Source: an optimization exercise on an open RTL-to-GDS flow (aim: small area). Production flows keep margins and buffers that such runs may drop.
In this exercise RTL edits were held to simulation tests only and were not proved equivalent to the original.
Power and IR drop assume default switching activity.

== harbor ==
// ook_codec
module ook_codec (
    input  wire        clk,
    input  wire        rst_n,
    input  wire [3:0]  reg_addr,      
    input  wire        reg_wr,
    input  wire        reg_rd,
    input  wire [31:0] reg_wdata,
    output reg  [31:0] reg_rdata,
    input  wire [31:0] now_us,
    input  wire        edge_valid,
    output wire        pin_dir,
    output wire        pin_out,
    output wire        edge_en,
    output reg         pin_release
);
    localparam [3:0] A_CMD = 4'h0, A_STATUS = 4'h1, A_TX_CODE = 4'h2, A_TX_CFG = 4'h3,
                     A_TX_PULSE = 4'h4, A_RX_TOL = 4'h5, A_RX_CODE_LO = 4'h6,
                     A_RX_CODE_HI = 4'h7, A_RX_META = 4'h8, A_RX_UNIT = 4'h9,
                     A_RX_TIME = 4'hA, A_RX_SEQ = 4'hB, A_WAVE_HIGH = 4'hC,
                     A_WAVE_LOW = 4'hD;
    localparam [1:0] M_OFF = 2'd0, M_TX = 2'd1, M_RX = 2'd2;
    localparam [3:0] E_OK = 4'd0, E_MODE_CONFLICT = 4'd1, E_NOT_ENABLED = 4'd2,
                     E_UNSUPPORTED = 4'd3, E_CODE_TOO_WIDE = 4'd4, E_INVALID = 4'd5,
                     E_BUSY = 4'd6, E_ILLEGAL = 4'd7;
    localparam [1:0] K_ONE = 2'd0, K_U = 2'd1, K_S = 2'd2;
    function [43:0] pmul_ops;
        input [15:0] p;
        input [1:0]  k;
        input        p2;
        reg   [21:0] x, y;
        begin
            x = {6'd0, p};
            y = 22'd0;
            case (k)
                K_U: begin
                    y = {5'd0, p, 1'b0};                  
                    if (p2) x = 22'd0;                    
                end
                K_S: begin
                    if (p2) begin
                        x = {3'd0, p, 3'd0};              
                        y = {5'd0, p, 1'b0};
                    end else begin
                        x = {1'b0, p, 5'd0};              
                        y = ~{6'd0, p};                   
                    end
  ...
clock: 20.0 ns
lec_check: 0
abc_area: 1
cap_margin: 20
core_margin: 2
core_utilization: 50
gpl_routability_driven: 1
place_density: 0.7
slew_margin: 20
standard.sh (not shown) runs the stock make flow with config.mk's settings and CLKGATE_MAP_FILE= SYNTH_SCRIPT=/design/flow/synth_recipe.tcl, a recipe that flattens the netlist after the stock synthesis.
==> flow/flow/run.sh <==
#!/bin/bash
# The standard layout (standard.sh, all steps), with clock tree synthesis run
# without dummy loads. The make output goes to standard.log in the work folder;
# each ORFS step keeps its own log under orfs/logs/.
set -euo pipefail
export CTS_ARGS="-sink_clustering_enable -repair_clock_nets -buf_list sky130_fd_sc_hd__clkbuf_8 -sink_clustering_size 16 -sink_clustering_max_diameter 50 -dont_use_dummy_load"
bash standard.sh > standard.log 2>&1
### harbor -> amber
Settings: changing PLACE_DENSITY from 0.7 to 0.6; changing CORE_UTILIZATION from 50 to 45.
--- a/flow/flow/run.sh
+++ b/flow/flow/run.sh
@@ -6 +6 @@
-export CTS_ARGS="-sink_clustering_enable -repair_clock_nets -buf_list sky130_fd_sc_hd__clkbuf_8 -sink_clustering_size 16 -sink_clustering_max_diameter 50 -dont_use_dummy_load"
+export CTS_ARGS="-sink_clustering_enable -repair_clock_nets -buf_list sky130_fd_sc_hd__clkbuf_8 -sink_clustering_size 18 -sink_clustering_max_diameter 50 -dont_use_dummy_load"
Notes after the runs:
- amber ends up with lower detailed-route wire length per cell than harbor does.
- Maximum number of pins on one net before global-route repair: amber vs harbor up 11
- Between harbor and amber, the difference in total non-filler cell area in the finished layout is negligible.
- Comparing harbor and amber, the higher post-detailed-routing wire length was measured on amber.
- amber ended up with flip-flop to flip-flop as its kind of critical path; harbor ended up with input port to flip-flop.
- Looking only at buffer and inverter count on the worst path, and setting everything else aside, the higher value of harbor and amber goes to amber.
Setup changes, amber to onyx
--- a/flow/flow/run.sh
+++ b/flow/flow/run.sh
@@ -6 +6 @@
-export CTS_ARGS="-sink_clustering_enable -repair_clock_nets -buf_list sky130_fd_sc_hd__clkbuf_8 -sink_clustering_size 18 -sink_clustering_max_diameter 50 -dont_use_dummy_load"
+export CTS_ARGS="-sink_clustering_enable -repair_clock_nets -buf_list sky130_fd_sc_hd__clkbuf_8 -sink_clustering_size 16 -sink_clustering_max_diameter 50 -dont_use_dummy_load"
--- outcome ---
Of the two values seen for highest-delay cell along the critical path, nor4_1 was produced by onyx and nor2_4 by amber. As far as final cell count is concerned, amber and onyx perform about the same. | distinct cell type count of the synthesized netlist | onyx vs amber | ≈ equal |. Taking amber as the reference, in onyx area of all placed cells without fillers has remained practically unchanged; met3 global-route usage stayed essentially flat.

* * *

ook_codec, a different RTL version from the one above (not shown whole).
Size in the first run: about 5,200 cells after synthesis, roughly 1,500 flip-flops, roughly 0.053 mm2 of cells after synthesis.
Settings: LEC_CHECK=0, ABC_AREA=1, CAP_MARGIN=20, CORE_MARGIN=2, CORE_UTILIZATION=45, CTS_BUF_LIST=sky130_fd_sc_hd__clkbuf_8, CTS_CLUSTER_DIAMETER=50, CTS_CLUSTER_SIZE=16, GPL_ROUTABILITY_DRIVEN=1, PLACE_DENSITY=0.6, SLEW_MARGIN=20; clock period 20.0 ns.
==> flow/flow/run.sh <==
#!/bin/bash
# The standard layout (standard.sh, all steps), with clock tree synthesis run
# without dummy loads. The make output goes to standard.log in the work folder;
# each ORFS step keeps its own log under orfs/logs/.
set -euo pipefail
export CTS_ARGS="-sink_clustering_enable -repair_clock_nets -buf_list sky130_fd_sc_hd__clkbuf_8 -sink_clustering_size 16 -sink_clustering_max_diameter 50 -dont_use_dummy_load"
bash standard.sh > standard.log 2>&1
The baseline completed with no timing, DRC or antenna violations.
Change:
Settings changed: CORE_UTILIZATION 45 to 60, CTS_BUF_LIST sky130_fd_sc_hd__clkbuf_8 to unset, CTS_CLUSTER_DIAMETER 50 to unset, CTS_CLUSTER_SIZE 16 to unset, GPL_TIMING_DRIVEN set to 0, PLACE_DENSITY 0.6 to 0.85.
The changed run produced a clean layout.
Global-route usage grows by 11 points.
Setup slack loses 580 ps.
Sequential share of layout area grows by 0.14 points.

* * *

Setup of P:
Another version of the RTL of ook_codec (not shown whole).
For scale: ~5,300 cells after synthesis, roughly 1,600 flip-flops, about 110 I/O pins.
export LEC_CHECK = 0
export ABC_AREA = 1
export CAP_MARGIN = 20
export CORE_MARGIN = 2
export CORE_UTILIZATION = 45
export CTS_BUF_LIST = sky130_fd_sc_hd__clkbuf_8
export CTS_CLUSTER_DIAMETER = 50
export CTS_CLUSTER_SIZE = 16
export GPL_ROUTABILITY_DRIVEN = 1
export PLACE_DENSITY = 0.6
export SLEW_MARGIN = 20
create_clock -name core_clock -period 20.0 [get_ports {clk}]
Scripts as last shown in full above: flow/flow/run.sh
--- input diff P..Q ---
- changing CTS_CLUSTER_DIAMETER from 50 to 45
- changing CORE_UTILIZATION from 45 to 60
- changing CTS_CLUSTER_SIZE from 16 to 18
- changing PLACE_DENSITY from 0.6 to 0.7
- removing ABC_AREA (formerly 1)
==> flow/run.sh (new file) <==
#!/bin/bash
# synth_recipe.tcl (not shown) runs the flow's synth.tcl, then flattens the netlist and writes it again
# the make line also repeats each setting of config.mk as NAME=value (left out here)
make -C /OpenROAD-flow-scripts/flow DESIGN_CONFIG=/design/flow/config.mk WORK_HOME=/design/flow/orfs CLKGATE_MAP_FILE= SYNTH_SCRIPT=/design/flow/synth_recipe.tcl finish
removed: flow/flow/run.sh
removed: flow/standard.sh
==> run notes <==
Looking at global-route usage, Q sits 4.9 points higher than P does. Final RePlAce weighted congestion delta for Q relative to P: 1.7% lower. Q: number of buffer and inverter stages on the critical path is 2 lower than what P reported.
The inputs of R differ from those of Q as listed below.
- CTS_CLUSTER_DIAMETER now 50, was 45
- PLACE_DENSITY now 0.6, was 0.7
- CTS_CLUSTER_SIZE now 16, was 18
- CORE_UTILIZATION now 45, was 60
Findings:
Against Q, R comes in 10 ps lower on clock skew.
Diff Q -> R | inserted tap cell count | up by more than a quarter
R vs Q — met2 demand-to-capacity share in global routing dropped 6.9 points.
The inputs of S differ from those of R as listed below.
- ABC_AREA now 1, previously not set
## What came out
- Against R, S comes in 170 ps lower on pin slew with the least headroom to its limit.
- Lower minimum clock period goes to R over S.
- In the tables for S and R, highest net fanout along the worst path reads lower with R.
- S packs its core looser than R.
- Sort S and R by combined buffer and inverter count along the critical path desc -> top: S
- In S, the number of nets in the synthesized netlist came out 459 above the value in R.
- Final period utilization for S: 2.8 points up relative to R
- Of S and R, it is S that has the higher detailed route wirelength on metal2.
- Compared with R, S shows sequential power lower by 6.2%.
- Routed wire length (higher): S

* * *

## wip/lagoon
ook_codec again, from the RTL that the note above started with.
export LEC_CHECK = 0
export ABC_AREA = 1
export CAP_MARGIN = 20
export CORE_MARGIN = 2
export CORE_UTILIZATION = 45
export CTS_BUF_LIST = sky130_fd_sc_hd__clkbuf_8
export CTS_CLUSTER_DIAMETER = 50
export CTS_CLUSTER_SIZE = 16
export GPL_ROUTABILITY_DRIVEN = 1
export PLACE_DENSITY = 0.6
export SLEW_MARGIN = 20
create_clock -name core_clock -period 20.0 [get_ports {clk}]
==> flow/flow/run.sh <==
#!/bin/bash
# The standard layout (standard.sh, all steps), with clock tree synthesis run
# without dummy loads. The make output goes to standard.log in the work folder;
# each ORFS step keeps its own log under orfs/logs/.
set -euo pipefail
export CTS_ARGS="-sink_clustering_enable -repair_clock_nets -buf_list sky130_fd_sc_hd__clkbuf_8 -sink_clustering_size 20 -sink_clustering_max_diameter 55 -dont_use_dummy_load"
bash standard.sh > standard.log 2>&1
wip/lagoon finished every stage and its layout cleared the timing, design-rule and antenna checks.
Edits applied to the flow inputs when going from wip/lagoon to wip/indigo:
- removing CTS_BUF_LIST (formerly sky130_fd_sc_hd__clkbuf_8)
- removing CTS_CLUSTER_SIZE (formerly 16)
- removing CTS_CLUSTER_DIAMETER (formerly 50)
- changing PLACE_DENSITY from 0.6 to 0.85
- changing CORE_UTILIZATION from 45 to 60
==> flow/flow/run.sh <==
#!/bin/bash
# The standard layout (standard.sh, all steps), with clock tree synthesis run
# without dummy loads. The make output goes to standard.log in the work folder;
# each ORFS step keeps its own log under orfs/logs/.
set -euo pipefail
export CTS_ARGS="-sink_clustering_enable -repair_clock_nets -buf_list sky130_fd_sc_hd__clkbuf_8 -sink_clustering_size 16 -sink_clustering_max_diameter 50 -dont_use_dummy_load"
bash standard.sh > standard.log 2>&1
Against wip/lagoon, power in wip/indigo came out worse. From wip/indigo to wip/lagoon, count of mapped cells out of synthesis did not move at all. Number of antenna violations at the first check in global routing came out exactly the same in wip/indigo and wip/lagoon. As far as adder-cell share of the synthesized area goes, wip/lagoon and wip/indigo are indistinguishable; the numbers are identical. When wip/indigo is measured against wip/lagoon, its area of placed instances turns out 1.0% lower. Compared to wip/lagoon, wip/indigo has post-CTS clock slew at the launch and capture registers of the worst setup and hold paths 20 ps lower. When the final numbers for wip/indigo and wip/lagoon were put side by side, the core utilization turned out to be smaller in wip/lagoon. [compare] base=wip/lagoon new=wip/indigo: net count after synthesis flat, share of final layout cell area taken by clock buffers and inverters has increased, die area fell 25%.
--- input diff wip/indigo..wip/garnet ---
- swapping 0.85 for 0.6 in PLACE_DENSITY
- putting CTS_CLUSTER_DIAMETER at 50 where nothing was set
- swapping 60 for 45 in CORE_UTILIZATION
- putting CTS_CLUSTER_SIZE at 16 where nothing was set
- putting CTS_BUF_LIST at sky130_fd_sc_hd__clkbuf_8 where nothing was set
- clearing ABC_AREA, which used to be 1
Findings:
wip/garnet reached the final stage; the timing, design-rule and antenna checks on its layout passed. Transition at the pin with the smallest max-transition slack, wip/indigo and wip/garnet: lower on wip/indigo. Relative to wip/indigo, the net count of the finished layout of wip/garnet is lower by about 8%. Relative max-transition margin in wip/garnet vs wip/indigo: down 5.7 points. Taking wip/indigo as the reference point, the placer congestion estimate of wip/garnet falls by 9.9%. Looking only at met2 usage, and setting everything else aside, the lower value of wip/indigo and wip/garnet goes to wip/garnet. Between wip/indigo and wip/garnet, the flow reports number of buffers other than clock buffers in the final layout decreasing by a few percent. Compared with wip/indigo, wip/garnet shows worst hold margin lower by 34 ps. Diff wip/indigo -> wip/garnet | endpoint arrival time on the critical path | decrease of 800 ps.

==> port drivers added, routing unchanged <==
Ports are ideal in the flow. The routed layouts listed here were re-timed in OpenROAD. Step 1: set_driving_cell puts a clkbuf_16 on clk and a buf_2 on each other input, an assumption about the parent block. Step 2 also shifts input and output timing later by t, the mid clock arrival at the registers, as if the neighbouring blocks saw the same clock. Slacks: ideal ports / drivers / drivers and shift; pairs: ideal ports / drivers.
| run | t, ns | slack for setup (ns) | hold WS [ns] | worst setup path after step 2 | cell pins on the clock port's net |
|---|---|---|---|---|---|
| harbor | 0.865 | 4.442 / 4.457 / 3.616 | 0.275 / 0.275 / 0.275 | input to register | 1 |
| amber | 0.864 | 4.067 / 4.067 / 3.611 | 0.268 / 0.268 / 0.268 | input to register | 1 |
| onyx | 0.871 | 3.990 / 3.990 / 3.585 | 0.264 / 0.264 / 0.264 | input to register | 1 |
| the first run of note 2 | 0.870 | 4.318 / 4.362 / 3.492 | 0.279 / 0.279 / 0.279 | input to register | 1 |
| the second run of note 2 | 0.864 | 3.741 / 3.783 / 2.920 | 0.281 / 0.281 / 0.281 | input to register | 1 |
| P | 0.907 | 3.072 / 3.072 / 3.072 | 0.274 / 0.274 / 0.274 | register to register | 1 |
| Q | 0.916 | 3.606 / 3.606 / 3.606 | 0.311 / 0.311 / 0.311 | register to register | 1 |
| R | 0.948 | 3.593 / 3.593 / 3.510 | 0.302 / 0.302 / 0.302 | input to register | 1 |
| S | 0.929 | 3.028 / 3.028 / 3.028 | 0.291 / 0.291 / 0.291 | register to register | 1 |
| wip/lagoon | 0.881 | 3.140 / 3.140 / 3.140 | 0.256 / 0.256 / 0.256 | register to register | 1 |
| wip/indigo | 0.859 | 2.865 / 2.865 / 2.865 | 0.277 / 0.277 / 0.277 | register to register | 1 |
| wip/garnet | 0.889 | 3.591 / 3.591 / 3.465 | 0.243 / 0.243 / 0.243 | input to register | 1 |
After both steps setup and hold are still met in every run listed.
